From an optimization exercise on the open Yosys and OpenROAD flow, aimed at small area, a short achievable clock period and few clock cycles per item; shortcuts taken in it are not production practice. Only simulation tests tie the RTL to the original design; equivalence was not proved. Power and IR drop assume default switching activity.

## flow/flow/run.sh

```bash
#!/bin/bash
# Standard layout, with the port buffers made of the smallest buffer cell.
set -euo pipefail
bash standard.sh 'BUFFER_PORTS_ARGS=-buffer_cell sky130_fd_sc_hd__buf_1' finish > orfs_make.log 2>&1
```

## flow/standard.sh

```bash
#!/bin/bash
# synth_recipe.tcl (not shown) runs the flow's synth.tcl, then flattens the netlist and writes it again
# the make line also repeats each setting of config.mk as NAME=value (left out here)
make -C /OpenROAD-flow-scripts/flow DESIGN_CONFIG=/design/flow/config.mk WORK_HOME=/design/flow/orfs CLKGATE_MAP_FILE= SYNTH_SCRIPT=/design/flow/synth_recipe.tcl "${@:-finish}"
```

## flow/config.mk

```make
export PLATFORM = sky130hd
export DESIGN_NAME = ad5934_ctrl
export DESIGN_NICKNAME = ad5934_ctrl
export VERILOG_FILES = /design/flow/design.v
export SDC_FILE = /design/flow/constraint.sdc
export NUM_CORES = 4
export LEC_CHECK = 0
export CAP_MARGIN = 20
export CORE_MARGIN = 2
export CORE_UTILIZATION = 55
export PLACE_DENSITY = 0.7
export SLEW_MARGIN = 20
```

## flow/constraint.sdc

```tcl
create_clock -name core_clock -period 8.0 [get_ports {clk}]
set_input_delay 1.6000 -clock core_clock [delete_from_list [all_inputs] [get_ports {clk}]]
set_output_delay 1.6000 -clock core_clock [all_outputs]
set_load 0.01 [all_outputs]
```

## flow/design.v

```verilog
module ad5934_freq_encoder (
    input  wire [32:0] rem,
    input  wire [33:0] diff,
    input  wire        nbit,
    output wire        qbit,
    output wire [32:0] rem_next
);
    assign qbit     = ~diff[33];
    assign rem_next = {(qbit ? diff[31:0] : rem[31:0]), nbit};
endmodule
module ad5934_ctrl (
    input  wire         clk,
    input  wire         rst,           
    input  wire         cmd_valid,
    output wire         cmd_ready,
    input  wire [167:0] cmd,
    output reg          rsp_valid,
    output wire [209:0] rsp,
    output wire         bus_req,
    output wire         bus_we,
    output wire [7:0]   bus_addr,
    output wire [7:0]   bus_wdata,
    input  wire         bus_ack,
    input  wire [7:0]   bus_rdata,
    input  wire         bus_err,
    input  wire [31:0]  poll_budget
);
    localparam [2:0] CTL_IDLE     = 3'd0,
                     CTL_STANDBY  = 3'd1,
                     CTL_INITED   = 3'd2,
                     CTL_SWEEPING = 3'd3,
                     CTL_COMPLETE = 3'd4,
                     CTL_FAULTED  = 3'd5;
    reg        rdy;                  
    reg [2:0]  ctl;
    reg        configured;
    reg [2:0]  r_status;
    reg        r_sv, r_pv, r_code;
    reg        r_ill, r_ber, r_stf, r_i1, r_i2;
    reg        c_clr, c_inc, c_cmp, c_rep, c_fz, c_finc, c_cfg;
    reg        breq, bwe;
    reg [4:0]  baddr;                
    reg [7:0]  bwdata;
    reg [7:0]  op;
    reg [32:0] S;                    
    reg [23:0] Q;                    
    reg [31:0] Creg;                 
    reg        fA;                   
    reg        chk1, chk2, ovfA;
    reg        dv_run, dv_sec, pend, cfg_ok, cmp_pend, add_re, add_im;
    reg [4:0]  dv_cnt;
    reg [24:0] p_start, p_inc;
    reg [8:0]  p_ninc;
    reg [15:0] p_rep;
    reg [8:0]  idx;                  
    reg [15:0] cnt;                  
    reg [31:0] sum_re;               
    reg [31:0] sum_im;               
    reg [31:0] fail_polls;
    reg [33:0] pf;                   
    wire [7:0] cop = cmd[7:0];
    wire       ctl_is = (ctl == CTL_IDLE) || (ctl == CTL_STANDBY);
    reg        c_legal, c_bus, c_div;
    always @(*) begin
        c_bus = 1'b0;
        c_div = 1'b0;
        case (cop)
            8'h01: begin c_legal = 1'b1; c_div = 1'b1; end
            8'h02: begin c_legal = ctl_is; c_div = 1'b1; end
            8'h03, 8'h04, 8'h05: begin c_legal = ctl_is; c_bus = 1'b1; end
            8'h10: begin c_legal = 1'b1; c_bus = 1'b1; end
            8'h11: begin c_legal = (ctl != CTL_FAULTED); c_bus = 1'b1; end
            8'h12: begin c_legal = (ctl == CTL_STANDBY) && configured; c_bus = 1'b1; end
            8'h13: begin c_legal = (ctl == CTL_INITED); c_bus = 1'b1; end
            8'h20: begin c_legal = (ctl == CTL_SWEEPING); c_bus = 1'b1; end
            default: c_legal = 1'b0;
        endcase
    end
    wire        accept = rdy && cmd_valid;
    wire [31:0] c_clk  = cmd[1] ? cmd[103:72] : cmd[71:40];    
    wire [31:0] c_creg = (cop == 8'h20) ? poll_budget : c_clk;
    wire is_enc  = (op == 8'h01);
    wire is_cfg  = (op == 8'h02);
    wire is_poll = (op == 8'h20);
    wire is_stby = (op == 8'h10);
    wire is_pd   = (op == 8'h11);
    wire is_init = (op == 8'h12);
    wire is_strt = (op == 8'h13);
    wire ack  = breq && bus_ack;
    wire okk  = ack && !bus_err;
    wire berr = ack && bus_err;
    wire a_st   = (baddr == 5'h0F);      
    wire a_smp  = baddr[4];              
    wire a_rmw  = (baddr[4:1] == 4'd0);  
    wire p_more  = (cnt != 16'd1);
    wire p_last  = (idx == p_ninc);
    wire p_done  = Q[10];                
    wire p_inc_d = !p_more && !p_done && !p_last;
    wire p_cmp_d = !p_more && p_done && p_last;
    wire p_flt_d = !p_more && (p_done ^ p_last);
    reg [7:0] rmw_mask, rmw_or;
    always @(*) begin
        rmw_mask = 8'h07;
        case (op)
            8'h03: begin rmw_mask = 8'hF9; rmw_or = {5'd0, S[8:7], 1'b0}; end    
            8'h04: begin rmw_mask = 8'hFE; rmw_or = {7'd0, S[7]}; end
            8'h05: begin rmw_mask = 8'hF7; rmw_or = {4'd0, S[7], 3'd0}; end
            8'h10: rmw_or = 8'hB0;
            8'h11: rmw_or = 8'hA0;
            8'h12: rmw_or = 8'h10;
            8'h13: rmw_or = 8'h20;
            default: rmw_or = p_inc_d ? 8'h30 : 8'h40;
        endcase
    end
    wire [4:0] nb      = baddr + 5'd1;
    wire       fixed   = (baddr[3:0] >= 4'd7);
    wire       c_last  = (baddr[3:0] == 4'hB);
    wire       take    = cfg_ok && (!breq || okk) && !c_last && (fixed || pend);
    wire       bus_idle_cfg = cfg_ok && !breq;
    reg  [7:0] fixbyte;
    always @(*) begin
        case (nb[1:0])
            2'd0: fixbyte = {7'd0, idx[8]};
            2'd1: fixbyte = idx[7:0];
            2'd2: fixbyte = {4'd0, sum_im[11:8]};
            default: fixbyte = sum_im[7:0];
        endcase
    end
    wire dv_go   = dv_run && !chk1 && !(chk2 && is_cfg) && (!pend || bus_idle_cfg);
    wire dv_step = dv_go && (dv_cnt != 5'd24);
    wire dv_rein = dv_go && (dv_cnt == 5'd24) && !dv_sec;
    wire m_ovb = chk2 && is_cfg;                  
    wire m_div = dv_run && !m_ovb;                
    wire m_tof = is_poll && a_st && breq;         
    wire m_pfi = rsp_valid && c_inc;              
    wire m_fin = rsp_valid && c_finc;             
    wire m_sub = m_div || m_ovb || m_tof;
    wire [33:0] ax = ({34{m_div}} & {1'b0, S})
                   | ({34{m_ovb}} & {2'b00, pf[24:0], Creg[31:25]})
                   | ({34{m_tof || m_fin}} & {2'b00, fail_polls})
                   | ({34{add_re}} & {2'b00, sum_re})
                   | ({34{add_im}} & {2'b00, sum_im})
                   | ({34{m_pfi}} & pf);
    wire [33:0] ay = ({34{m_sub}} & {2'b11, ~Creg})
                   | ({34{add_re}} & {{18{Creg[31]}}, Creg[31:16]})
                   | ({34{add_im}} & {{18{Creg[15]}}, Creg[15:0]})
                   | ({34{m_pfi}} & {9'd0, p_inc});
    wire [33:0] as = ax + ay + {33'd0, m_sub || m_fin};
    wire        q;
    wire [32:0] S_it;
    ad5934_freq_encoder u_enc (.rem(S), .diff(as), .nbit(chk1 ? Creg[24] : Q[23]),
                               .qbit(q), .rem_next(S_it));
    wire ovfB = pf[25] || q;
    wire to_flag = !as[33] || (&as[32:0]);
    always @(posedge clk) begin
        rsp_valid <= 1'b0;
        c_clr <= 1'b0; c_inc <= 1'b0; c_cmp <= 1'b0; c_rep <= 1'b0;
        c_fz  <= 1'b0; c_finc <= 1'b0; c_cfg <= 1'b0;
        add_re   <= 1'b0;
        add_im   <= 1'b0;
        chk1     <= 1'b0;
        chk2     <= 1'b0;
        cmp_pend <= 1'b0;
        fA      <= |cmd[39:33];
        if (rdy) begin
            op     <= cop;
            S      <= {1'b0, cmd[32:8], c_clk[31:25]};
            Q      <= c_clk[23:0];
            Creg   <= c_creg;
            bwe    <= 1'b0;
            baddr  <= (cop == 8'h20) ? 5'h0F : {4'd0, (cop == 8'h05) || (cop == 8'h02)};
            dv_cnt <= 5'd0;
            dv_sec <= 1'b0;
            pend   <= 1'b0;
            cfg_ok <= 1'b0;
            if (ctl_is) begin
                sum_re[24:0] <= cmd[32:8];
                pf[25:0]     <= {|cmd[71:65], cmd[64:40]};
                idx          <= cmd[112:104];
                sum_im[11:0] <= cmd[124:113];
                cnt          <= cmd[151:136];
            end
        end
        if (accept) begin
            rdy    <= 1'b0;
            breq   <= c_legal && c_bus;
            dv_run <= c_legal && c_div;
            chk1   <= c_legal && c_div;
            if (!c_legal) begin
                rsp_valid <= 1'b1;
                r_status <= 3'd5;
                r_sv <= 1'b0; r_pv <= 1'b0; r_code <= 1'b0;
                r_ill <= 1'b1; r_ber <= 1'b0; r_stf <= 1'b0; r_i1 <= 1'b0; r_i2 <= 1'b0;
            end
        end
        if (rsp_valid) begin
            rdy    <= 1'b1;
            dv_run <= 1'b0;
            if (c_clr || c_inc || c_cmp || c_rep || c_fz)
                fail_polls <= 32'd0;
            if (c_finc)
                fail_polls <= as[31:0];
            if (c_clr || c_inc || c_cmp) begin
                cnt    <= p_rep;
                sum_re <= 32'd0;
                sum_im <= 32'd0;
            end
            if (c_rep)
                cnt <= cnt - 16'd1;
            if (c_clr) begin
                idx <= 9'd0;
                pf  <= {9'd0, p_start};
            end
            if (c_inc) begin
                idx <= idx + 9'd1;
                pf  <= as;
            end
            if (c_cfg) begin
                p_start <= sum_re[24:0];
                p_inc   <= pf[24:0];
                p_ninc  <= idx;
                p_rep   <= cnt;
            end
        end
        if (add_re)
            sum_re <= as[31:0];
        if (add_im)
            sum_im <= as[31:0];
        if (chk1) begin
            S    <= S_it;
            ovfA <= fA || q;
            chk2 <= 1'b1;
        end
        if (chk2) begin
            if (ovfA || (is_cfg && (ovfB || (sum_im[11:10] == 2'b10) || (cnt == 16'd0)))) begin
                dv_run    <= 1'b0;
                rsp_valid <= 1'b1;
                r_status <= (!ovfA && !ovfB) ? 3'd4 : 3'd2;
                r_sv <= 1'b0; r_pv <= 1'b0; r_code <= 1'b0;
                r_ill <= 1'b0; r_ber <= 1'b0; r_stf <= 1'b0;
                r_i1 <= is_cfg && (ovfA || (!ovfB && (sum_im[11:10] == 2'b10)));
                r_i2 <= is_cfg && !ovfA && (ovfB || (sum_im[11:10] != 2'b10));
            end else begin
                cfg_ok <= is_cfg;
            end
        end
        if (dv_step) begin
            S      <= S_it;
            Q      <= {Q[22:0], q};
            dv_cnt <= dv_cnt + 5'd1;
            if (dv_cnt[2:0] == 3'd7 && is_cfg)
                pend <= 1'b1;
            if (dv_cnt == 5'd23 && is_enc) begin
                rsp_valid <= 1'b1;
                r_status <= 3'd0;
                r_sv <= 1'b0; r_pv <= 1'b0; r_code <= 1'b1;
                r_ill <= 1'b0; r_ber <= 1'b0; r_stf <= 1'b0; r_i1 <= 1'b0; r_i2 <= 1'b0;
            end
        end
        if (dv_rein) begin
            S      <= {pf[24:0], Creg[31:24]};
            Q      <= Creg[23:0];
            dv_cnt <= 5'd0;
            dv_sec <= 1'b1;
        end
        if (take) begin
            breq   <= 1'b1;
            bwe    <= 1'b1;
            baddr  <= nb;
            bwdata <= fixed ? fixbyte : Q[7:0];
            if (!fixed)
                pend <= 1'b0;
        end
        if (breq && a_st)
            Q[15:8] <= bus_rdata;
        if (breq && a_smp) begin
            case (baddr[1:0])
                2'd0: Creg[31:24] <= bus_rdata;
                2'd1: Creg[23:16] <= bus_rdata;
                2'd2: Creg[15:8]  <= bus_rdata;
                default: Creg[7:0] <= bus_rdata;
            endcase
        end
        if (breq && !bwe && a_rmw)
            bwdata <= (bus_rdata & rmw_mask) | rmw_or;
        if (cmp_pend) begin
            rsp_valid <= 1'b1;
            ctl      <= CTL_COMPLETE;
            c_cmp    <= 1'b1;
            r_status <= 3'd0;
            r_sv <= 1'b1; r_pv <= 1'b1; r_code <= 1'b0;
            r_ill <= 1'b0; r_ber <= 1'b0; r_stf <= 1'b0; r_i1 <= 1'b0; r_i2 <= 1'b0;
        end
        if (okk) begin
            if (is_cfg) begin
                if (c_last) begin
                    breq       <= 1'b0;
                    configured <= 1'b1;
                    c_cfg      <= 1'b1;
                    rsp_valid  <= 1'b1;
                    r_status <= 3'd0;
                    r_sv <= 1'b0; r_pv <= 1'b0; r_code <= 1'b0;
                    r_ill <= 1'b0; r_ber <= 1'b0; r_stf <= 1'b0; r_i1 <= 1'b0; r_i2 <= 1'b0;
                end else if (!take) begin
                    breq <= 1'b0;
                end
            end else if (a_st) begin
                if (bus_rdata[1]) begin
                    baddr <= 5'h14;
                end else begin
                    breq      <= 1'b0;
                    rsp_valid <= 1'b1;
                    r_status <= to_flag ? 3'd3 : 3'd0;
                    r_sv <= 1'b0; r_pv <= 1'b0; r_code <= 1'b0;
                    r_ill <= 1'b0; r_ber <= 1'b0; r_stf <= 1'b0; r_i1 <= 1'b0; r_i2 <= 1'b0;
                    if (to_flag) ctl <= CTL_FAULTED;
                    c_finc <= !to_flag;
                end
            end else if (a_smp) begin
                baddr <= nb;
                if (baddr[1:0] == 2'd1)
                    add_re <= 1'b1;
                if (baddr[1:0] == 2'd3) begin
                    add_im <= 1'b1;
                    if (p_cmp_d) begin
                        breq     <= 1'b0;
                        cmp_pend <= 1'b1;
                    end else if (p_flt_d) begin
                        breq      <= 1'b0;
                        rsp_valid <= 1'b1;
                        ctl       <= CTL_FAULTED;
                        r_status <= 3'd1;
                        r_sv <= 1'b0; r_pv <= 1'b0; r_code <= 1'b0;
                        r_ill <= 1'b0; r_ber <= 1'b0; r_stf <= 1'b1; r_i1 <= 1'b0; r_i2 <= 1'b0;
                    end else begin
                        baddr <= 5'h00;
                    end
                end
            end else if (!bwe) begin
                bwe <= 1'b1;
            end else begin
                breq      <= 1'b0;
                rsp_valid <= 1'b1;
                r_status <= 3'd0;
                r_sv <= is_poll; r_pv <= is_poll && p_inc_d; r_code <= 1'b0;
                r_ill <= 1'b0; r_ber <= 1'b0; r_stf <= 1'b0; r_i1 <= 1'b0; r_i2 <= 1'b0;
                if (is_stby) ctl <= CTL_STANDBY;
                if (is_pd)   ctl <= CTL_IDLE;
                if (is_init) ctl <= CTL_INITED;
                if (is_strt) ctl <= CTL_SWEEPING;
                c_clr <= is_stby || is_pd || is_init;
                c_fz  <= is_strt;
                c_inc <= is_poll && p_inc_d;
                c_rep <= is_poll && !p_inc_d;
            end
        end
        if (berr) begin
            breq      <= 1'b0;
            dv_run    <= 1'b0;
            cfg_ok    <= 1'b0;
            ctl       <= CTL_FAULTED;
            if (is_cfg) configured <= 1'b0;
            rsp_valid <= 1'b1;
            r_status <= 3'd1;
            r_sv <= 1'b0; r_pv <= 1'b0; r_code <= 1'b0;
            r_ill <= 1'b0; r_ber <= 1'b1; r_stf <= 1'b0; r_i1 <= 1'b0; r_i2 <= 1'b0;
        end
        if (rst) begin
            rdy        <= 1'b1;
            rsp_valid  <= 1'b0;
            breq       <= 1'b0;
            ctl        <= CTL_IDLE;
            configured <= 1'b0;
            dv_run     <= 1'b0;
            chk1       <= 1'b0;
            chk2       <= 1'b0;
            pend       <= 1'b0;
            cfg_ok     <= 1'b0;
            cmp_pend   <= 1'b0;
            add_re     <= 1'b0;
            add_im     <= 1'b0;
            c_clr <= 1'b0; c_inc <= 1'b0; c_cmp <= 1'b0; c_rep <= 1'b0;
            c_fz  <= 1'b0; c_finc <= 1'b0; c_cfg <= 1'b0;
        end
    end
    assign cmd_ready = rdy;
    assign bus_req   = breq;
    assign bus_we    = bwe;
    assign bus_addr  = {3'b100, baddr};
    assign bus_wdata = bwdata;
    wire [15:0] info = r_ill ? {5'd0, ctl, op} :
                       r_ber ? {7'd0, bwe, 3'b100, baddr} :
                       r_stf ? {8'h02, Q[15:8]} :
                               {14'd0, r_i2, r_i1};
    assign rsp[2:0]     = r_status;
    assign rsp[5:3]     = ctl;
    assign rsp[6]       = r_sv;
    assign rsp[7]       = r_pv;
    assign rsp[23:8]    = info;
    assign rsp[47:24]   = r_code ? Q : 24'd0;
    assign rsp[79:48]   = r_sv ? {Creg[15:0], Creg[31:16]} : 32'd0;
    assign rsp[88:80]   = r_pv ? idx : 9'd0;
    assign rsp[129:89]  = r_pv ? {7'd0, pf} : 41'd0;
    assign rsp[161:130] = r_pv ? sum_re : 32'd0;
    assign rsp[193:162] = r_pv ? sum_im : 32'd0;
    assign rsp[209:194] = r_pv ? p_rep : 16'd0;
endmodule
```

==> run notes, run 1 <==
initial antenna violation count: 3
Vias/cell: 6.607
P per Cell Area: 177.8 nW/µm²
worst setup path category: reg -> reg
fin crit period: 6.693 ns
worst slack, placed: 1.469 ns
Slew HR: 27.67%
clock power share: 42.0%
Slew Viols, Final: 0
most common flop cell mapped by yosys: edfxtp_1
RD Place Congestion: 0.9961
Yosys cell types: 86
Final Hold Fails: 0
number of CTS-inserted buffers: 43
vias in the first global route: 21840
Skew-Pair Late Insertion Delay: 0.59 ns
most common cell after layout, fill and taps aside: buf_1
Port Buf Inserts: 400
Hold Slack: 0.4714 ns
layout cells sized above 1: 6.939%
global-route wire length before repair: 138700 µm
most frequent cells in the layout: buf_1 (399), nand2_1 (370), and2_1 (251)
Tot GR Track Use: 42.24%
setup TNS after final layout: 0 ns
static leakage: 10.46 nW
setup bufs post-CTS: 0
part of the power in registers: 50.1%
Yosys top cell area share: 27.89%
worst slew pin tran: 1.085 ns
CTS Buffer Depth: 3
CTS sink count: 382
Max FO, Critical Path: 18
H-tree depth: 2
#FFs+latches synth: 382
Die X: 210.1 µm
Setup WS post-layout: 1.307 ns
sequential share of the synthesized area: 42.03%
row count: 75
synthesis-to-layout area growth: 14.82%
fmax: 149.4 MHz
WP data arrival: 7.10 ns
CP Data Required Time: 8.41 ns
DR pass1 iterations: 9
nature of the critical path endpoint: flop
worst clock skew: 0.02122 ns
die area: 44140 µm²
synth top area cells: edfxtp_1 (28%), dfxtp_1 (14%), and2_1 (6.8%)
Overflow after GRT: 0
RSZ-0062 raised after global routing: false
cell taking the most area after synthesis: edfxtp_1
largest net degree at the start of global routing: 126
crit path launch type: flop
Max IR drop VDD: 0.0001614 V
synthesized cell area: 23360 µm²
post-route ant nets: 0
Post-Syn Instances: 2672
outcome: timing/DRC/antenna clean
# DRC: 0
logic gate share of total power: 7.8%
syn_area_per_cell: 8.743 µm²
clock-pin slew on the worst setup and hold paths: 0.06 ns
type of the worst min-delay path: reg -> reg
# IOs: 443
final setup fails: 0
Starting Density: 55.69%
detailed-route via count: 23658
Psw: 0.001279 W
fin nets: 3269
Int Pwr: 0.003489 W
YS warnings: 1
sw frac: 26.82%
post-CTS sizing: 0
Fill cells: 3685
Core ar.: 41950 µm²
FFs w/ async S/R, synth: 0%
Max Cap Viol: 0
CTS tree: done
hold_buf cts: 0
WL/cell: 27.06 µm
Final period util: 83.66%
CTS root buf: clkbuf_16
Post-synth EDFFs: 217
Routed WL: 96910 µm
Iter 0 DRT Violations: 3248
Die Height: 210.1 µm
post-detail-place hpwl: 69610 µm
power groups by stage:
stage          Combinational, W  Sequential, W  Clock [W]
6_report               0.000372        0.00239    0.00200
4_1_cts                0.000361        0.00238    0.00200
3_3_place_gp           0.000349        0.00241          0
5_1_grt                0.000397        0.00239    0.00207
2_1_floorplan          0.000231        0.00230          0
3_5_place_dp           0.000358        0.00242          0
layout make-up:
type                    count  area (µm²)  area share [%]
flip-flops and latches    382        9829           36.65
diodes                      1       2.502        0.009329
multi-input cells        2064       12620           47.05
clock inverters            13       88.84          0.3312
repair buffers            488        2165           8.070
clock buffers              65        1334           4.972
inverters                  29       108.9          0.4058
well taps                 539       674.4           2.514
path summary, 6_finish.rpt:
check,start,endpoint,slack [ns],cells past startpoint
worst max-delay path,baddr[1],c_finc,1.31,25
worst min-delay path,sum_re[19],p_start[19],0.47,0
worst max register to register,baddr[1],c_finc,1.31,25
worst min register to register,sum_re[19],p_start[19],0.47,0
metal layers:
| metal | track usage (%) | up-vias | share of wire, % | wire (µm) |
|---|---|---|---|---|
| li1 | - | 10400 | - | - |
| met1 | 55.37 | 11250 | 37 | 36330 |
| met2 | 65.93 | 1680 | 45 | 43380 |
| met3 | 8.924 | 322 | 12 | 11550 |
| met4 | 22.28 | 6 | 5.8 | 5603 |
| met5 | 0 | - | 0.047 | 46 |
cell usage after synthesis, drive strengths merged (6+ instances only):
library cell  instances
or2                  11
o211ai               14
o21a                 13
a221o                12
nand2               374
mux2i               144
a211oi               28
or4                   6
a21o                 19
or3                  15
a21oi               206
clkbuf              154
and4                  9
nor3b                11
xnor2                28
nor4                 12
ha                   46
and3                 22
dfxtp               165
a31oi                20
buf                  56
and2                253
mux2                  8
inv                  27
o22ai                34
a222oi               32
nand4                45
xor2                 21
nand3                66
edfxtp              217
a22oi                17
nor3                 44
a32oi                41
o31ai                22
nor2                200
o21ai               168
nor2b                20
nand2b               15
stage by stage:
step	cells	cell area [µm²]	util [%]	power, W
floorplan	2685	23410	-	0.002534
global placement	3500	25380	60.50	0.002761
detailed placement	3501	25390	60.52	0.002774
CTS	3579	26810	63.91	0.004741
global route	3580	26820	63.94	0.004858
finish	3581	26820	63.95	0.004768
sequential cells by signal, summed over array words and instances, names as in the netlist, 5 cells and up, named ones only:
name        flops
cnt            16
p_rep          16
p_start        25
dv_cnt          5
sum_re         32
op              8
Q              24
fail_polls     32
p_ninc          9
p_inc          25
pf             34
idx             9
bwdata          8
sum_im         32
S              33
Creg           32
logic make-up after synthesis:
family | share of synthesized area, %
compound gates | 18.89
xor+xnor | 1.982
fa+ha+maj | 2.635
buf+inv | 4.328
flops | 42.03
mux | 6.556
other cells | 0.03215
simple gates | 23.54
critical path: stages (launching register included):
cell and delay (ns):
dfxtp_1 0.56, ha_1 0.49, and3_1 0.23, ha_1 0.16, nand2_1 0.05, buf_4 0.20
nor4bb_1 0.26, buf_4 0.20, a21o_1 0.19, nand2_1 0.08, and4_1 0.21, fa_1 0.43
fa_1 0.48, nor2b_1 0.19, o2111ai_1 0.29, a21oi_1 0.36, buf_4 0.16, nor4b_1 0.05
nor3_1 0.35, nand3_1 0.16, or4_1 0.49, nor4_1 0.35, buf_4 0.17, a21oi_1 0.08
buf_4 0.20, nor3b_1 0.15
Testbench counts, summed over its fixed seeds: cycles 52,207, commands 4,800.
==> run 2, diff against run 1 <==
==> flow/run.sh (new file) <==
#!/bin/bash
# synth_recipe.tcl (not shown) runs the flow's synth.tcl, then flattens the netlist and writes it again
# the make line also repeats each setting of config.mk as NAME=value (left out here)
make -C /OpenROAD-flow-scripts/flow DESIGN_CONFIG=/design/flow/config.mk WORK_HOME=/design/flow/orfs CLKGATE_MAP_FILE= SYNTH_SCRIPT=/design/flow/synth_recipe.tcl finish
removed: flow/flow/run.sh
removed: flow/standard.sh
==> run 2 against run 1 <==
Net effect:
- final cell count shrank 0.22%
- critical path depth grew 1
- sequential power is essentially flat
- setup slack lost 0.089 ns
- area after synthesis is the same
- final area grew 9.3%
- synthesized cell count is the same
- non-clock buffer count shrank 9
==> run notes, run 2 <==
die area: 44140 µm² (unchanged)
worst slew pin tran: 1.089 ns (+0.003620 ns)
post-CTS sizing: 0 (unchanged)
Post-synth EDFFs: 217 (unchanged)
RD Place Congestion: 0.9806 (-1.6%)
worst clock skew: 0.02912 ns (+0.007900 ns)
hold_buf cts: 0 (unchanged)
RSZ-0062 raised after global routing: false
vias in the first global route: 22196 (+1.6%)
Max FO, Critical Path: 15 (-3)
reg2reg start: baddr[1]
synthesized cell area: 23360 µm² (unchanged)
YS warnings: 1 (unchanged)
Buf/Inv on CP: 5 (unchanged)
most frequent cell after synthesis: nand2_1
Skew-Pair Late Insertion Delay: 0.60 ns (about the same)
WL/cell: 27.68 µm (+2.3%)
sequential share of the synthesized area: 42.03% (unchanged)
synth top area cells: edfxtp_1 (28%), dfxtp_1 (14%), and2_1 (6.8%)
simple logic cell fraction of the synthesized area: 23.54% (unchanged)
CTS root buf: clkbuf_16
most frequent cells in the layout: clkdlybuf4s50_1 (399), nand2_1 (371), and2_1 (251)
GRT met2 Usage: 67.73% (+1.8 points)
CTS tree: done
CP Data Required Time: 8.43 ns (+0.02 ns)
Vias/cell: 6.707 (+1.5%)
min-delay src: dv_cnt[4]
Worst path top cell family by delay: simple AND/OR/NAND/NOR gates
Final Hold Fails: 0 (unchanged)
P per Cell Area: 167.2 nW/µm² (-5.9%)
setup bufs post-CTS: 0 (unchanged)
WP data arrival: 7.21 ns (+0.11 ns)
max incr delay on CP: 0.61 ns (+0.05 ns)
row count: 75 (unchanged)
post-synthesis compound-gate area fraction: 18.89% (unchanged)
fmax: 147.5 MHz (-1.3%)
Max Cap Viol: 0 (unchanged)
Reg with most FFs: pf
worst setup path category: reg -> reg
Setup WS post-layout: 1.218 ns (-0.08930 ns)
Iter 0 DRT Violations: 3645 (+12%)
H-tree depth: 2 (unchanged)
nature of the critical path endpoint: flop
synthesis-to-layout area growth: 25.54%
Slew Viols, Final: 0 (unchanged)
final setup fails: 0 (unchanged)
initial antenna violation count: 0 (-3)
most common cell after layout, fill and taps aside: clkdlybuf4s50_1
Synth Area in XOR/XNOR: 1.982% (unchanged)
Yosys top cell area share: 27.89% (unchanged)
type of the worst min-delay path: reg -> reg
M3 GR Usage: 9.476% (+0.55 points)
Routed WL: 98890 µm (+2.0%)
synth cell count leaders: nand2_1 (373), and2_1 (253), edfxtp_1 (217)
Post-Syn Instances: 2672 (unchanged)
Worst Setup SP: baddr[1]
post-detail-place hpwl: 69910 µm (+0.42%)
setup TNS after final layout: 0 ns (unchanged)
layout cells sized above 1: 6.823% (-0.12 points)
Core ar.: 41950 µm² (unchanged)
number of flip-flops in the largest register: 34 (unchanged)
FFs w/ async S/R, synth: 0% (unchanged)
largest family of logic cells by synthesized area: simple AND/OR/NAND/NOR gates
#FFs+latches synth: 382 (unchanged)
Synth Area in Adders: 2.635% (unchanged)
diode count: 0 (-1)
Post-Layout Cell Count: 3573 (-0.22%)
post-route ant nets: 0 (unchanged)
fin nets: 3260 (-0.28%)
clock-pin slew on the worst setup and hold paths: 0.06 ns (about the same)
GRT Max-Usage Layer: met2
Final period util: 84.77% (+1.1 points)
worst slack, placed: 1.380 ns (-0.08995 ns)
Max IR drop VDD: 0.0001961 V (+21%)
CP max-delay cell: or4_1
static leakage: 11.44 nW (+9.4%)
Overflow after GRT: 0 (unchanged)
Largest regs: pf: 34 flops, S: 33 flops
fin crit period: 6.782 ns (+0.08930 ns)
cell taking the most area after synthesis: edfxtp_1
Port Buf Inserts: 400 (unchanged)
Tot GR Track Use: 43.13% (+0.88 points)
Starting Density: 55.69% (unchanged)
mux share of post-synthesis cell area: 6.556% (unchanged)
# DRC: 0 (unchanged)
# IOs: 443 (unchanged)
CTS sink count: 382 (unchanged)
most common flop cell mapped by yosys: edfxtp_1
detailed-route via count: 23964 (+1.3%)
placed insts: 3492 (-0.26%)
Final Instance Area: 29330 µm² (+9.3%)
syn_area_per_cell: 8.743 µm² (unchanged)
global-route wire length before repair: 141600 µm (+2.1%)
DR pass1 iterations: 10 (+1)
Die X: 210.1 µm (unchanged)
Die Height: 210.1 µm (unchanged)
Slew HR: 27.43% (-0.24 points)
most frequent cell on the critical path: buf_4
largest net degree at the start of global routing: 126 (unchanged)
number of CTS-inserted buffers: 43 (unchanged)
crit path launch type: flop
met1 Resource Use GR: 55.98% (+0.61 points)
outcome: timing/DRC/antenna clean
CTS Buffer Depth: 3 (unchanged)
Yosys cell types: 86 (unchanged)
Placement Cell Area: 27830 µm² (+9.6%)
-- run 2: cell counts after synthesis --
No cell type changed its count.
-- run 2: metrics by stage --
step                total power, W  util [%]  hold WS [ns]
detailed placement        0.002833     66.34        0.4719
floorplan                 0.002534         -        0.4367
CTS                       0.004865     69.83        0.4839
finish                    0.004905     69.92        0.4890
global route              0.004987     69.92        0.5066
global placement          0.002817     66.34        0.4530
-- run 2: kinds of logic (layout without fill, tap and decap cells) --
family | after synthesis | in the layout
multiplexers | 152 | 152
buffers and inverters | 239 | 588
adder cells (fa/ha/maj) | 48 | 48
flip-flops | 382 | 382
other | 2 | 15
XOR/XNOR | 49 | 49
AND/OR/NAND/NOR | 1115 | 1115
AO/OA/AOI/OAI | 685 | 685
-- run 2: layout make-up --
| type | count | area (µm²) |
|---|---|---|
| multi-input cells | 2064 | 12630 |
| fillers | 3323 | 12620 |
| flip-flops and latches | 382 | 9833 |
| repair buffers | 479 | 4612 |
| clock buffers | 54 | 1211 |
| well taps | 539 | 674.4 |
| clock inverters | 26 | 255.2 |
| inverters | 29 | 108.9 |
-- run 2: final timing paths --
check	endpoint	slack [ns]	depth (start not counted)
min reg2reg	dv_cnt[4]	0.49	1
min	dv_cnt[4]	0.49	1
max	c_finc	1.22	26
max reg2reg	c_finc	1.22	26
-- run 2: power by group --
group          switching, W  total [W]  internal [W]
Clock              0.000866    0.00208       0.00121
Combinational      0.000226   0.000438      0.000211
Sequential         0.000203    0.00239       0.00219
-- run 2: layer usage --
metal / part of all wire [%] / up-vias
met5: 0 / -
met2: 45 / 1923
li1: - / 10382
met1: 36 / 11301
met3: 13 / 358
met4: 6.1 / 0
-- run 2: worst reg2reg max path: cells and delay by family, from the launching register on --
kind            cells  cell delay [ns]
compound gates      6             0.93
simple gates       10             2.27
fa+ha+maj           4             1.94
xor+xnor            1             0.22
buf+inv             5             0.98
flops               1             0.31
==> run 3, diff against run 2 <==
--- a/flow/design.v
+++ b/flow/design.v
@@ -56,7 +56,7 @@
     reg [15:0] cnt;                  
     reg [31:0] sum_re;               
     reg [31:0] sum_im;               
-    reg [31:0] fail_polls;
+    reg [31:0] fp1;                  
     reg [33:0] pf;                   
     wire [7:0] cop = cmd[7:0];
     wire       ctl_is = (ctl == CTL_IDLE) || (ctl == CTL_STANDBY);
@@ -79,13 +79,8 @@
     wire        accept = rdy && cmd_valid;
     wire [31:0] c_clk  = cmd[1] ? cmd[103:72] : cmd[71:40];    
     wire [31:0] c_creg = (cop == 8'h20) ? poll_budget : c_clk;
-    wire is_enc  = (op == 8'h01);
-    wire is_cfg  = (op == 8'h02);
-    wire is_poll = (op == 8'h20);
-    wire is_stby = (op == 8'h10);
-    wire is_pd   = (op == 8'h11);
-    wire is_init = (op == 8'h12);
-    wire is_strt = (op == 8'h13);
+    reg  is_enc, is_cfg, is_poll, is_stby, is_pd, is_init, is_strt;
+    reg  tof, ovb;                   
     wire ack  = breq && bus_ack;
     wire okk  = ack && !bus_err;
     wire berr = ack && bus_err;
@@ -126,32 +121,33 @@
             default: fixbyte = sum_im[7:0];
         endcase
     end
-    wire dv_go   = dv_run && !chk1 && !(chk2 && is_cfg) && (!pend || bus_idle_cfg);
+    wire dv_go   = dv_run && !chk1 && !ovb && (!pend || bus_idle_cfg);
     wire dv_step = dv_go && (dv_cnt != 5'd24);
     wire dv_rein = dv_go && (dv_cnt == 5'd24) && !dv_sec;
-    wire m_ovb = chk2 && is_cfg;                  
-    wire m_div = dv_run && !m_ovb;                
-    wire m_tof = is_poll && a_st && breq;         
-    wire m_pfi = rsp_valid && c_inc;              
-    wire m_fin = rsp_valid && c_finc;             
+    wire m_ovb = ovb;                             
+    wire m_div = dv_run && !ovb;                  
+    wire m_tof = tof;                             
+    wire m_pfi = c_inc;                           
+    wire m_fin = c_finc;                          
     wire m_sub = m_div || m_ovb || m_tof;
+    wire m_cin = m_sub || m_fin;
     wire [33:0] ax = ({34{m_div}} & {1'b0, S})
                    | ({34{m_ovb}} & {2'b00, pf[24:0], Creg[31:25]})
-                   | ({34{m_tof || m_fin}} & {2'b00, fail_polls})
+                   | ({34{m_tof || m_fin}} & {2'b00, fp1})
                    | ({34{add_re}} & {2'b00, sum_re})
                    | ({34{add_im}} & {2'b00, sum_im})
                    | ({34{m_pfi}} & pf);
     wire [33:0] ay = ({34{m_sub}} & {2'b11, ~Creg})
-                   | ({34{add_re}} & {{18{Creg[31]}}, Creg[31:16]})
-                   | ({34{add_im}} & {{18{Creg[15]}}, Creg[15:0]})
+                   | ({34{add_re || add_im}} & {{18{Creg[31]}}, Creg[31:16]})
                    | ({34{m_pfi}} & {9'd0, p_inc});
-    wire [33:0] as = ax + ay + {33'd0, m_sub || m_fin};
+    wire [34:0] as_c = {ax, m_cin} + {ay, m_cin};
+    wire [33:0] as   = as_c[34:1];             
     wire        q;
     wire [32:0] S_it;
     ad5934_freq_encoder u_enc (.rem(S), .diff(as), .nbit(chk1 ? Creg[24] : Q[23]),
                                .qbit(q), .rem_next(S_it));
     wire ovfB = pf[25] || q;
-    wire to_flag = !as[33] || (&as[32:0]);
+    wire to_flag = !as[33];
     always @(posedge clk) begin
         rsp_valid <= 1'b0;
         c_clr <= 1'b0; c_inc <= 1'b0; c_cmp <= 1'b0; c_rep <= 1'b0;
@@ -162,8 +158,18 @@
         chk2     <= 1'b0;
         cmp_pend <= 1'b0;
         fA      <= |cmd[39:33];
+        ovb <= chk1 && is_cfg;
+        if (breq && bus_ack)
+            tof <= 1'b0;
         if (rdy) begin
-            op     <= cop;
+            op      <= cop;
+            is_enc  <= (cop == 8'h01);
+            is_cfg  <= (cop == 8'h02);
+            is_poll <= (cop == 8'h20);
+            is_stby <= (cop == 8'h10);
+            is_pd   <= (cop == 8'h11);
+            is_init <= (cop == 8'h12);
+            is_strt <= (cop == 8'h13);
             S      <= {1'b0, cmd[32:8], c_clk[31:25]};
             Q      <= c_clk[23:0];
             Creg   <= c_creg;
@@ -186,6 +192,7 @@
             breq   <= c_legal && c_bus;
             dv_run <= c_legal && c_div;
             chk1   <= c_legal && c_div;
+            tof    <= c_legal && (cop == 8'h20);
             if (!c_legal) begin
                 rsp_valid <= 1'b1;
                 r_status <= 3'd5;
@@ -197,9 +204,9 @@
             rdy    <= 1'b1;
             dv_run <= 1'b0;
             if (c_clr || c_inc || c_cmp || c_rep || c_fz)
-                fail_polls <= 32'd0;
+                fp1 <= 32'd1;
             if (c_finc)
-                fail_polls <= as[31:0];
+                fp1 <= as[31:0];
             if (c_clr || c_inc || c_cmp) begin
                 cnt    <= p_rep;
                 sum_re <= 32'd0;
@@ -222,8 +229,10 @@
                 p_rep   <= cnt;
             end
         end
-        if (add_re)
-            sum_re <= as[31:0];
+        if (add_re) begin
+            sum_re      <= as[31:0];
+            Creg[15:0]  <= Creg[31:16];
+        end
         if (add_im)
             sum_im <= as[31:0];
         if (chk1) begin
@@ -274,12 +283,10 @@
         if (breq && a_st)
             Q[15:8] <= bus_rdata;
         if (breq && a_smp) begin
-            case (baddr[1:0])
-                2'd0: Creg[31:24] <= bus_rdata;
-                2'd1: Creg[23:16] <= bus_rdata;
-                2'd2: Creg[15:8]  <= bus_rdata;
-                default: Creg[7:0] <= bus_rdata;
-            endcase
+            if (baddr[0])
+                Creg[23:16] <= bus_rdata;
+            else
+                Creg[31:24] <= bus_rdata;
         end
         if (breq && !bwe && a_rmw)
             bwdata <= (bus_rdata & rmw_mask) | rmw_or;
@@ -379,6 +386,8 @@
             cmp_pend   <= 1'b0;
             add_re     <= 1'b0;
             add_im     <= 1'b0;
+            tof        <= 1'b0;
+            ovb        <= 1'b0;
             c_clr <= 1'b0; c_inc <= 1'b0; c_cmp <= 1'b0; c_rep <= 1'b0;
             c_fz  <= 1'b0; c_finc <= 1'b0; c_cfg <= 1'b0;
         end
@@ -398,7 +407,7 @@
     assign rsp[7]       = r_pv;
     assign rsp[23:8]    = info;
     assign rsp[47:24]   = r_code ? Q : 24'd0;
-    assign rsp[79:48]   = r_sv ? {Creg[15:0], Creg[31:16]} : 32'd0;
+    assign rsp[79:48]   = r_sv ? Creg : 32'd0;
     assign rsp[88:80]   = r_pv ? idx : 9'd0;
     assign rsp[129:89]  = r_pv ? {7'd0, pf} : 41'd0;
     assign rsp[161:130] = r_pv ? sum_re : 32'd0;
==> flow/flow/run.sh (new file) <==
#!/bin/bash
# Standard layout, with the port buffers made of the smallest buffer cell.
set -euo pipefail
bash standard.sh 'BUFFER_PORTS_ARGS=-buffer_cell sky130_fd_sc_hd__buf_1' finish > orfs_make.log 2>&1
==> flow/standard.sh (new file) <==
#!/bin/bash
# synth_recipe.tcl (not shown) runs the flow's synth.tcl, then flattens the netlist and writes it again
# the make line also repeats each setting of config.mk as NAME=value (left out here)
make -C /OpenROAD-flow-scripts/flow DESIGN_CONFIG=/design/flow/config.mk WORK_HOME=/design/flow/orfs CLKGATE_MAP_FILE= SYNTH_SCRIPT=/design/flow/synth_recipe.tcl "${@:-finish}"
removed: flow/run.sh
==> run 3 against run 2 <==
Net effect:
- sequential power rose by 3%
- clock power barely moved
- critical path depth fell by 11
- sequential share of layout area rose by 5.6 points
- worst hold slack got worse by 0.0085 ns
- register-to-register slack improved by 0.87 ns
- first-iteration DRC count fell by 14%
- final area fell by 11%
- routed wire length fell by 6.9%
- fmax rose by 15%
- non-clock buffer count fell by 46
- global-route usage fell by 1.8 points
- largest cell class unchanged
- largest power group unchanged
==> run notes, run 3 <==
outcome: timing/DRC/antenna clean
min-delay src: chk2
synthesis-to-layout area growth: 13.81%
final core utilization: 63.77% (-6.1 points)
Final Hold Fails: 0 (unchanged)
Hold Path Stages: 1 (unchanged)
reg2reg start: add_re
CP Data Required Time: 8.31 ns (-0.12 ns)
Tot GR Track Use: 41.35% (-1.8 points)
WP data arrival: 6.23 ns (-0.98 ns)
CTS root buf: clkbuf_16
type of the worst min-delay path: reg -> reg
number of flip-flops in the largest register: 34 (unchanged)
Die X: 208.4 µm (-0.79%)
Iter 0 DRT Violations: 3152 (-14%)
RSZ-0062 raised after global routing: false
Die Height: 208.4 µm (-0.79%)
# DRC: 0 (unchanged)
CTS Buffer Depth: 3 (unchanged)
fin nets: 3065 (-6.0%)
Max IR drop VDD: 0.0001920 V (-2.1%)
sequential share of the synthesized area: 44.51% (+2.5 points)
synth top area cells: edfxtp_1 (31%), dfxtp_1 (13%), mux2i_1 (6.5%)
post-route ant nets: 0 (unchanged)
#FFs+latches synth: 391 (+2.4%)
Overflow after GRT: 0 (unchanged)
most common flop cell mapped by yosys: edfxtp_1
setup bufs post-CTS: 0 (unchanged)
most common cell after layout, fill and taps aside: buf_1
vias in the first global route: 20779 (-6.4%)
Vias/cell: 6.546 (-2.4%)
Slew Viols, Final: 0 (unchanged)
post-CTS sizing: 0 (unchanged)
cell taking the most area after synthesis: edfxtp_1
Post-synth EDFFs: 240 (+11%)
Slew HR: 26.27% (-1.2 points)
placed insts: 3291 (-5.8%)
FFs w/ async S/R, synth: 0% (unchanged)
synthesized cell area: 22980 µm² (-1.6%)
final setup fails: 0 (unchanged)
fin crit period: 5.916 ns (-0.8660 ns)
RD Place Congestion: 0.9715 (-0.93%)
CTS sink count: 391 (+2.4%)
H-tree depth: 2 (unchanged)
FF-to-FF path depth: 15 (-42%)
post-detail-place hpwl: 64680 µm (-7.5%)
R2R Path End: S[4]
Routed WL: 92090 µm (-6.9%)
worst hold endpoint: cfg_ok
detailed-route via count: 22078 (-7.9%)
Core ar.: 41020 µm² (-2.2%)
syn_area_per_cell: 9.205 µm² (+5.3%)
Reg with most FFs: pf
Max Cap Viol: 0 (unchanged)
worst slew pin tran: 1.101 ns (+0.01232 ns)
Placement Cell Area: 24680 µm² (-11%)
worst clock skew: 0.02816 ns (-0.0009611 ns)
initial antenna violation count: 0 (unchanged)
P per Cell Area: 189.4 nW/µm² (+13%)
CTS tree: done
global-route wire length before repair: 134500 µm (-5.0%)
clock-pin slew on the worst setup and hold paths: 0.07 ns (about the same)
largest net degree at the start of global routing: 126 (unchanged)
Final Instance Area: 26160 µm² (-11%)
Largest regs: pf: 34 flops, S: 33 flops
Fill cells: 3566 (+7.3%)
# IOs: 443 (unchanged)
DR pass1 iterations: 6 (-4)
fmax: 169.0 MHz (+15%)
Yosys top cell area share: 31.36% (+3.5 points)
Port Buf Inserts: 400 (unchanged)
Yosys cell types: 93 (+8.1%)
R2R setup slack: 2.08 ns (+0.87 ns)
Post-Syn Instances: 2497 (-6.5%)
YS warnings: 1 (unchanged)
nature of the critical path endpoint: flop
layout cells sized above 1: 4.967% (-1.9 points)
Skew-Pair Late Insertion Delay: 0.59 ns (about the same)
total power: 0.004954 W (+1.0%)
die area: 43440 µm² (-1.6%)
crit path launch type: flop
setup TNS after final layout: 0 ns (unchanged)
Max FO, Critical Path: 36 (+21)
most frequent cells in the layout: buf_1 (399), nand2_1 (242), edfxtp_1 (240)
hold_buf cts: 0 (unchanged)
most frequent cell after synthesis: nand2_1
WL/cell: 27.30 µm (-1.4%)
static leakage: 10.21 nW (-11%)
Post-Layout Cell Count: 3373 (-5.6%)
synth cell count leaders: nand2_1 (244), edfxtp_1 (240), and2_1 (239)
row count: 74 (-1.3%)
number of CTS-inserted buffers: 44 (+2.3%)
worst setup path category: reg -> reg
Final period util: 73.95% (-11 points)
Starting Density: 56.04% (+0.34 points)
[run 3: stage by stage]
stage	setup slack, ns	hold slack, ns
final	2.084	0.4805
after floorplan	4.070	0.4220
after CTS	2.220	0.4762
after global routing	1.800	0.5026
after global placement	2.269	0.4488
after detailed placement	2.231	0.4608
[run 3: worst max-delay path by stage]
| stage | to | slack, ns | from |
|---|---|---|---|
| floorplan | S[19] | 4.07 | tof |
| global placement | S[14] | 2.27 | add_re |
| detailed placement | S[4] | 2.23 | add_re |
| CTS | S[11] | 2.22 | add_re |
| global route | S[3] | 1.80 | add_re |
| finish | S[4] | 2.08 | add_re |
[run 3: final cells by class]
| type | count | area [µm²] | area share, % |
|---|---|---|---|
| clock buffer | 71 | 1398 | 5.343 |
| sequential | 391 | 10240 | 39.16 |
| inverter | 31 | 116.4 | 0.4448 |
| tap | 532 | 665.6 | 2.545 |
| antenna | 2 | 5.005 | 0.01913 |
| multi-input combinational | 1904 | 11890 | 45.46 |
| clock inverter | 9 | 76.32 | 0.2918 |
| timing repair buffer | 433 | 1763 | 6.740 |
[run 3: critical path, stage by stage (launching register included)]
cell      delay [ns]
dfxtp_2         0.64
inv_1           0.37
nand2_1         0.66
and2_1          0.53
a21oi_1         0.08
o21ai_0         0.12
ha_1            0.32
a21o_1          0.25
o21a_1          0.20
a311oi_1        0.39
a211oi_1        0.26
or4b_4          0.55
nand3_4         0.50
buf_4           0.43
mux2i_1         0.26
a21oi_1         0.09
[run 3: logic make-up after synthesis]
| logic type | synth area share, % |
|---|---|
| muxes | 6.679 |
| and+or+nand+nor | 19.59 |
| AOI/OAI and AO/OA | 20.62 |
| other | 0.03267 |
| xor gates and xnor gates | 1.862 |
| buffers and inverters | 4.121 |
| DFF | 44.51 |
| adders and majority gates | 2.591 |
[run 3: metal layers]
layer | wire length (µm) | share of wire (%) | vias to the layer above | GRT usage, %
met4 | 5142 | 5.6 | 0 | 20.76
met1 | 35520 | 39 | 10564 | 56.08
met3 | 10510 | 11 | 252 | 7.909
met2 | 40920 | 44 | 1478 | 63.40
met5 | 0 | 0 | - | 0
li1 | - | - | 9784 | -
[run 3: power by group]
| part | internal (W) | switching, W | leakage [nW] |
|---|---|---|---|
| logic | 0.000156 | 0.000244 | 5.95 |
| clock network | 0.00123 | 0.000864 | 0.723 |
| registers | 0.00225 | 0.000209 | 3.54 |
| total | 0.00364 | 0.00132 | 10.2 |
Testbench counts of run 3, summed over its fixed seeds: cycles 52,207, commands 4,800.
==> run 4, diff against run 3 <==
--- a/flow/config.mk
+++ b/flow/config.mk
@@ -9,4 +9,5 @@
 export CORE_MARGIN = 2
 export CORE_UTILIZATION = 55
 export PLACE_DENSITY = 0.7
+export SETUP_SLACK_MARGIN = 4.5
 export SLEW_MARGIN = 20
==> run 4 against run 3 <==
Net effect:
- final cell count increased by 3.6%
- die area unchanged
- sequential share of layout area decreased by 3.4 points
- combinational power increased by 1%
- fmax increased by 41%
- still clean on timing, DRC and antenna
- critical endpoint is now r_i2
- setup slack improved by 1.7 ns
==> run notes, run 4 <==
Slew HR: 32.96% (+6.7 points)
Fill cells: 3183 (-11%)
P per Cell Area: 172.2 nW/µm² (-9.1%)
Int Pwr: 0.003609 W (-0.74%)
CTS root buf: clkbuf_16
Largest regs: pf: 34 flops, S: 33 flops
R2R Path End: r_i2
Skew-Pair Late Insertion Delay: 0.61 ns (+0.02 ns)
sw frac: 26.98% (+0.38 points)
number of CTS-inserted buffers: 43 (-2.3%)
fin crit period: 4.197 ns (-1.719 ns)
# IOs: 443 (unchanged)
clock power share: 41.8% (-0.4 points)
post-route ant nets: 0 (unchanged)
synth cell count leaders: nand2_1 (244), edfxtp_1 (240), and2_1 (239)
Post-synth EDFFs: 240 (unchanged)
worst hold endpoint: p_start[2]
logic gate share of total power: 8.2% (about the same)
Max IR drop VDD: 0.0001542 V (-20%)
most common flop cell mapped by yosys: edfxtp_1
row count: 74 (unchanged)
post-detail-place hpwl: 63810 µm (-1.3%)
Reg with most FFs: pf
Die Height: 208.4 µm (unchanged)
final setup fails: 0 (unchanged)
Overflow after GRT: 0 (unchanged)
die area: 43440 µm² (unchanged)
Core ar.: 41020 µm² (unchanged)
YS warnings: 1 (unchanged)
synthesized cell area: 22980 µm² (unchanged)
CP Data Required Time: 8.53 ns (+0.22 ns)
Tot GR Track Use: 43.89% (+2.5 points)
most frequent cell after synthesis: nand2_1
Die X: 208.4 µm (unchanged)
detailed-route via count: 23487 (+6.4%)
reg2reg start: c_finc
clock-pin slew on the worst setup and hold paths: 0.06 ns (about the same)
layout cells sized above 1: 14.63% (+9.7 points)
Max Cap Viol: 0 (unchanged)
outcome: timing/DRC/antenna clean
initial antenna violation count: 1 (+1)
#FFs+latches synth: 391 (unchanged)
worst slew pin tran: 1.002 ns (-0.09893 ns)
Max FO, Critical Path: 7 (-81%)
sequential share of the synthesized area: 44.51% (unchanged)
Post-Syn Instances: 2497 (unchanged)
worst setup path category: reg -> reg
RSZ-0062 raised after global routing: true
Vias/cell: 6.724 (+2.7%)
synthesis-to-layout area growth: 24.89%
Slew Viols, Final: 0 (unchanged)
global-route wire length before repair: 142200 µm (+5.7%)
number of flip-flops in the largest register: 34 (unchanged)
Yosys top cell area share: 31.36% (unchanged)
# DRC: 0 (unchanged)
Final period util: 52.46% (-21 points)
hold_buf cts: 0 (unchanged)
Starting Density: 56.04% (unchanged)
H-tree depth: 2 (unchanged)
Psw: 0.001333 W (+1.2%)
FF-to-FF path depth: 19 (+4)
CTS tree: done
fin nets: 3186 (+3.9%)
synth top area cells: edfxtp_1 (31%), dfxtp_1 (13%), mux2i_1 (6.5%)
largest net degree at the start of global routing: 82 (-35%)
RD Place Congestion: 1.005 (+3.4%)
Iter 0 DRT Violations: 3482 (+10%)
crit path launch type: flop
DR pass1 iterations: 7 (+1)
CTS sink count: 391 (unchanged)
nature of the critical path endpoint: flop
most common cell after layout, fill and taps aside: buf_1
min-delay src: sum_re[2]
fmax: 238.3 MHz (+41%)
Port Buf Inserts: 400 (unchanged)
Hold Path Stages: 0 (-1)
Routed WL: 99790 µm (+8.4%)
R2R setup slack: 3.80 ns (+1.72 ns)
FFs w/ async S/R, synth: 0% (unchanged)
Yosys cell types: 93 (unchanged)
part of the power in registers: 50.0% (+0.3 points)
WP data arrival: 4.73 ns (-1.50 ns)
cell taking the most area after synthesis: edfxtp_1
Final Hold Fails: 0 (unchanged)
static leakage: 11.18 nW (+9.5%)
setup TNS after final layout: 0 ns (unchanged)
WL/cell: 28.57 µm (+4.6%)
CTS Buffer Depth: 3 (unchanged)
most frequent cells in the layout: buf_1 (399), edfxtp_1 (240), nand2_1 (237), and2_1 (237), o21ai_0 (208)
vias in the first global route: 21718 (+4.5%)
total power: 0.004942 W (-0.23%)
syn_area_per_cell: 9.205 µm² (unchanged)
type of the worst min-delay path: reg -> reg
worst clock skew: 0.03114 ns (+0.002988 ns)
[run 4: cell types whose count changed in the layout (fill, tap and decap cells not counted), moves of 15 or more]
cell,delta
o21ai_0,-24
nand3_2,+15
a22oi_2,+17
buf_6,+19
nand3_1,-16
a22oi_1,-17
ha_1,-25
buf_12,+15
buf_4,+70
ha_4,+23
[run 4: how the worst max path moves through the flow]
stage                     slack (ns)   start  depth (start not counted)     to
after floorplan                 4.28     tof                         16  S[19]
after global placement          2.53  add_re                         15  S[10]
after detailed placement        2.46  add_re                         15  S[10]
after CTS                       4.01  c_finc                         16  S[19]
after global routing            3.76  c_finc                         19   r_i2
final                           3.80  c_finc                         19   r_i2
[run 4: cells by family (layout without fill, tap and decap cells)]
logic type | after synthesis | after routing | synth area share, %
buf+inv | 215 | 662 | 4.121
simple gates | 886 | 889 | 19.59
compound gates | 755 | 755 | 20.62
flops | 391 | 391 | 44.51
mux | 153 | 153 | 6.679
fa+ha+maj | 47 | 47 | 2.591
other cells | 2 | 16 | 0.03267
xor+xnor | 48 | 48 | 1.862
[run 4: layer usage]
metal / GRT usage (%) / vias to the layer above / share of wire (%)
li1: - / 10025 / -
met1: 57.43 / 11104 / 36
met2: 63.82 / 1917 / 42
met3: 12.30 / 439 / 14
met4: 28.38 / 2 / 7.8
met5: 0 / - / 0.023
[run 4: critical path, cell delays in order, from the launching register on]
cell      delay (ns)
dfxtp_4         0.36
buf_12          0.14
or2_4           0.36
a22oi_2         0.23
nand3_2         0.14
ha_4            0.28
buf_4           0.14
nand2_1         0.12
o21ai_2         0.09
a221o_1         0.40
a22o_1          0.26
o211ai_1        0.17
buf_4           0.16
nand3_4         0.13
buf_6           0.16
buf_6           0.11
o31ai_4         0.31
buf_4           0.18
mux2_4          0.30
nor2_2          0.07
[run 4: area by class of cell]
class                      count  area [µm²]  share of cell area [%]
tap                          532       665.6                   2.319
multi-input combinational   1907       13100                   45.63
inverter                      31       133.9                  0.4664
timing repair buffer         552        3103                   10.81
antenna                        1       2.502                0.008717
clock buffer                  68        1365                   4.755
clock inverter                11       77.57                  0.2702
sequential                   391       10260                   35.74
[run 4: repair_timing]
item	in CTS	in global routing
resized for setup	165	105
setup endpoints to repair	340	228
setup buffers	77	40
pin swaps	66	49
gates cloned	7	0
[run 4: power by group through the flow]
stage	combinational, W	sequential (W)	clock (W)
floorplan	0.000251	0.00237	0
global placement	0.000373	0.00249	0
detailed placement	0.000383	0.00249	0
CTS	0.000387	0.00245	0.00205
global route	0.000433	0.00247	0.00213
finish	0.000404	0.00247	0.00207
[run 4: stage by stage]
step	std cells	cell area [µm²]	setup slack, ns	utilization, %	hold WS [ns]
after floorplan	2510	23210	4.275	-	0.4220
final	3493	28710	3.803	69.99	0.4914
after CTS	3451	27860	4.010	67.92	0.4701
after global routing	3492	28700	3.759	69.98	0.5066
after global placement	3287	24780	2.526	60.41	0.4441
after detailed placement	3288	24800	2.460	60.46	0.4575

[static timing again, ports no longer ideal]
Ports are ideal in the flow. The routed layouts listed here were re-timed in OpenROAD. Step 1: set_driving_cell puts a clkbuf_16 on clk and a buf_2 on each other input, an assumption about the parent block. Step 2 moves the port delays by t, midway between the first and last clock arrival at a register: inputs arrive t later, outputs are due t later. That takes back most of the time a late clock gives input paths. a / b / c = no drivers / after step 1 / after step 2; a / b = the first two.
run	t, ns	setup WS [ns]	worst hold slack (ns)	pins driven straight from the clock port
run 1	0.636	1.307 / 1.307 / 1.307	0.471 / 0.471 / 0.471	1
run 2	0.639	1.218 / 1.218 / 1.218	0.489 / 0.489 / 0.489	1
run 3	0.633	2.084 / 2.084 / 2.084	0.480 / 0.480 / 0.480	1
run 4	0.649	3.803 / 3.803 / 3.606	0.491 / 0.491 / 0.491	1
After both steps setup and hold are still met in every run listed. For run 4, which loses most, drivers alone change the setup slack by 0.000 ns; drivers and shift together by -0.197 ns.
